From an optimization exercise on the open Yosys and OpenROAD flow, aimed at small area, a short achievable clock period and few clock cycles; shortcuts taken in it are not production practice.
Where RTL was checked, it was by simulation tests only, not by an equivalence proof against the original.
Power and IR drop assume default switching activity.

Design frame_tx, start of the top module:
module frame_tx (
    input  wire        clk,
    input  wire        rst,           
    input  wire        cmd_valid,
    output wire        cmd_ready,
    input  wire [7:0]  cmd_type,
    input  wire [15:0] cmd_len,
    input  wire        pl_valid,
    output wire        pl_ready,
    input  wire [7:0]  pl_byte,
    output wire        tx_valid,
    input  wire        tx_ready,
    output wire [7:0]  tx_byte
);
Size: ~3500 cells after synthesis, roughly 2300 flip-flops, roughly 48 I/O pins, about 0.055 mm² of cells after synthesis.
export LEC_CHECK = 0
export ABC_CLOCK_PERIOD_IN_PS = 2500
export CAP_MARGIN = 20
export CORE_MARGIN = 2
export CORE_UTILIZATION = 50
export PLACE_DENSITY = 0.65
export SETUP_SLACK_MARGIN = 4.35
export SLEW_MARGIN = 20
create_clock -name core_clock -period 7.0 [get_ports {clk}]
standard.sh (not shown) runs the stock make flow with config.mk's settings and CLKGATE_MAP_FILE= SYNTH_SCRIPT=/design/flow/synth_recipe.tcl, a recipe that flattens the netlist after the stock synthesis.
==> flow/flow/run.sh <==
#!/bin/bash
set -euo pipefail
export BUFFER_PORTS_ARGS="-buffer_cell sky130_fd_sc_hd__buf_4"
export CTS_ARGS="-sink_clustering_enable -repair_clock_nets -dont_use_dummy_load -root_buf sky130_fd_sc_hd__clkbuf_16 -sink_clustering_buffer sky130_fd_sc_hd__clkbuf_8 -sink_clustering_size 16 -sink_clustering_max_diameter 50 -buf_list {sky130_fd_sc_hd__clkbuf_8 sky130_fd_sc_hd__clkbuf_16}"
bash standard.sh > standard_flow.log 2>&1
==> next run, changes <==
--- a/flow/design.v
+++ b/flow/design.v
@@ -8,15 +8,15 @@
     input  wire        pl_valid,
     output wire        pl_ready,
     input  wire [7:0]  pl_byte,
     output wire        tx_valid,
     input  wire        tx_ready,
     output wire [7:0]  tx_byte
 );
-    localparam integer N = 257;            
+    localparam integer N = 258;            
     function [15:0] crc_step;
         input [15:0] acc_in;
         input [7:0]  b;
         reg   [15:0] acc;
         integer      k;
         begin
             acc = acc_in ^ {b, 8'h00};
@@ -36,15 +36,15 @@
         tap_zero <= tz1;
     end
     wire [63:0] z;
     genvar gp;
     generate
         for (gp = 0; gp < 64; gp = gp + 1) begin : g_z
             if (gp < 63) begin : g_s
-                assign z[gp] = ~|ring[8*(N-66+gp) +: 8];
+                assign z[gp] = ~|ring[8*(192+gp) +: 8];
             end else begin : g_n
                 assign z[gp] = 1'b0;
             end
         end
     endgenerate
     wire [63:0]  sv [0:6];
     wire [383:0] si [0:6];
Effect: The new run passed the timing, design-rule and antenna checks. Total power hardly moves. Cell area barely changes. Sequential share of layout area hardly moves. Worst hold slack got worse by 23 ps. Count of clock-buffer cells in the layout does not change.
Testbench counts after the change, summed over its fixed seeds: cycles 150,617.
For the first run of this note, only the layout was checked, not whether the RTL still works.

--- another note on this design; it stands on its own ---

Setup of run C:
## frame_tx
module frame_tx (
    input  wire        clk,
    input  wire        rst,           
    input  wire        cmd_valid,
    output wire        cmd_ready,
    input  wire [7:0]  cmd_type,
    input  wire [15:0] cmd_len,
    input  wire        pl_valid,
    output wire        pl_ready,
    input  wire [7:0]  pl_byte,
    output wire        tx_valid,
    input  wire        tx_ready,
    output wire [7:0]  tx_byte
);
Settings: LEC_CHECK=0, ABC_CLOCK_PERIOD_IN_PS=2500, CAP_MARGIN=20, CORE_MARGIN=2, CORE_UTILIZATION=50, CTS_BUF_LIST=sky130_fd_sc_hd__clkbuf_4 sky130_fd_sc_hd__clkbuf_8, CTS_CLUSTER_DIAMETER=50, CTS_CLUSTER_SIZE=14, PLACE_DENSITY=0.65, SETUP_SLACK_MARGIN=4.35, SLEW_MARGIN=20; clock period 7.0 ns.
run.sh (not shown) runs the stock make flow with config.mk's settings and CLKGATE_MAP_FILE= SYNTH_SCRIPT=/design/flow/synth_recipe.tcl, a recipe that flattens the netlist after the stock synthesis.
Testbench counts of run C, summed over its fixed seeds: cycles 150,617.
> inputs changed (run C -> run A)
Settings: a deleted CTS_BUF_LIST that had been sky130_fd_sc_hd__clkbuf_4 sky130_fd_sc_hd__clkbuf_8; a deleted CTS_CLUSTER_SIZE that had been 14; a deleted CTS_CLUSTER_DIAMETER that had been 50.
==> flow/flow/run.sh (new file) <==
#!/bin/bash
set -euo pipefail
export CTS_ARGS="-sink_clustering_enable -repair_clock_nets -dont_use_dummy_load -root_buf sky130_fd_sc_hd__clkbuf_16 -sink_clustering_buffer sky130_fd_sc_hd__clkbuf_8 -sink_clustering_size 16 -sink_clustering_max_diameter 50 -buf_list {sky130_fd_sc_hd__clkbuf_8 sky130_fd_sc_hd__clkbuf_16}"
bash standard.sh > standard_flow.log 2>&1
==> flow/standard.sh (new file) <==
#!/bin/bash
# synth_recipe.tcl (not shown) runs the flow's synth.tcl, then flattens the netlist and writes it again
# the make line also repeats each setting of config.mk as NAME=value (left out here)
make -C /OpenROAD-flow-scripts/flow DESIGN_CONFIG=/design/flow/config.mk WORK_HOME=/design/flow/orfs CLKGATE_MAP_FILE= SYNTH_SCRIPT=/design/flow/synth_recipe.tcl "${@:-finish}"
removed: flow/run.sh
Notes after the runs:
- The higher minimum setup slack in the final design came out of run A.
- Summary of run A over run C: fraction of standard cell area in multi-input logic shows an increase of 0.19 points; normalized max-slew margin shows a reduction of 16 points; count of fill cells added during filler insertion shows an increase of 0.31%; power density over the cells shows a reduction of about 1.9%.
- Run A vs run C: count of cells resized by post-cts repair up in run A
- Measured against each other, run C and run A differ in length of routed met3 wiring, the higher figure coming from run A.
- NOTE: final-layout worst hold slack in run A falls short of that of run C
- The lower area of all placed cells without fillers came out of run A.

[what the ideal ports hide]
How much do the figures lean on ideal ports? The routed layouts below were timed once more, with nothing changed but the port constraints. Step 1 assumes that a clkbuf_16 drives the clock port and a buf_2 every other input. Step 2 also shifts input and output timing later by t, the mid clock arrival at the registers, as if the neighbouring blocks saw the same clock. a / b / c = no drivers / after step 1 / after step 2; a / b = the first two.
run	shift t [ns]	setup slack, ns	worst hold slack (ns)	worst data-port slew with drivers (ns)	pins driven straight from the clock port
the first run of note 1	0.753	4.341 / 4.275 / 3.880	0.293 / 0.293 / 0.293	0.09	1
the second run of note 1	0.750	4.362 / 4.289 / 3.835	0.269 / 0.269 / 0.269	0.09	1
run C	0.910	4.202 / 4.134 / 3.334	0.297 / 0.297 / 0.297	0.12	1
run A	0.750	4.355 / 4.287 / 3.688	0.256 / 0.256 / 0.256	0.14	1
After both steps setup and hold are still met in every run listed. For run C, which loses most, drivers alone change the setup slack by -0.068 ns; drivers and shift together by -0.868 ns.
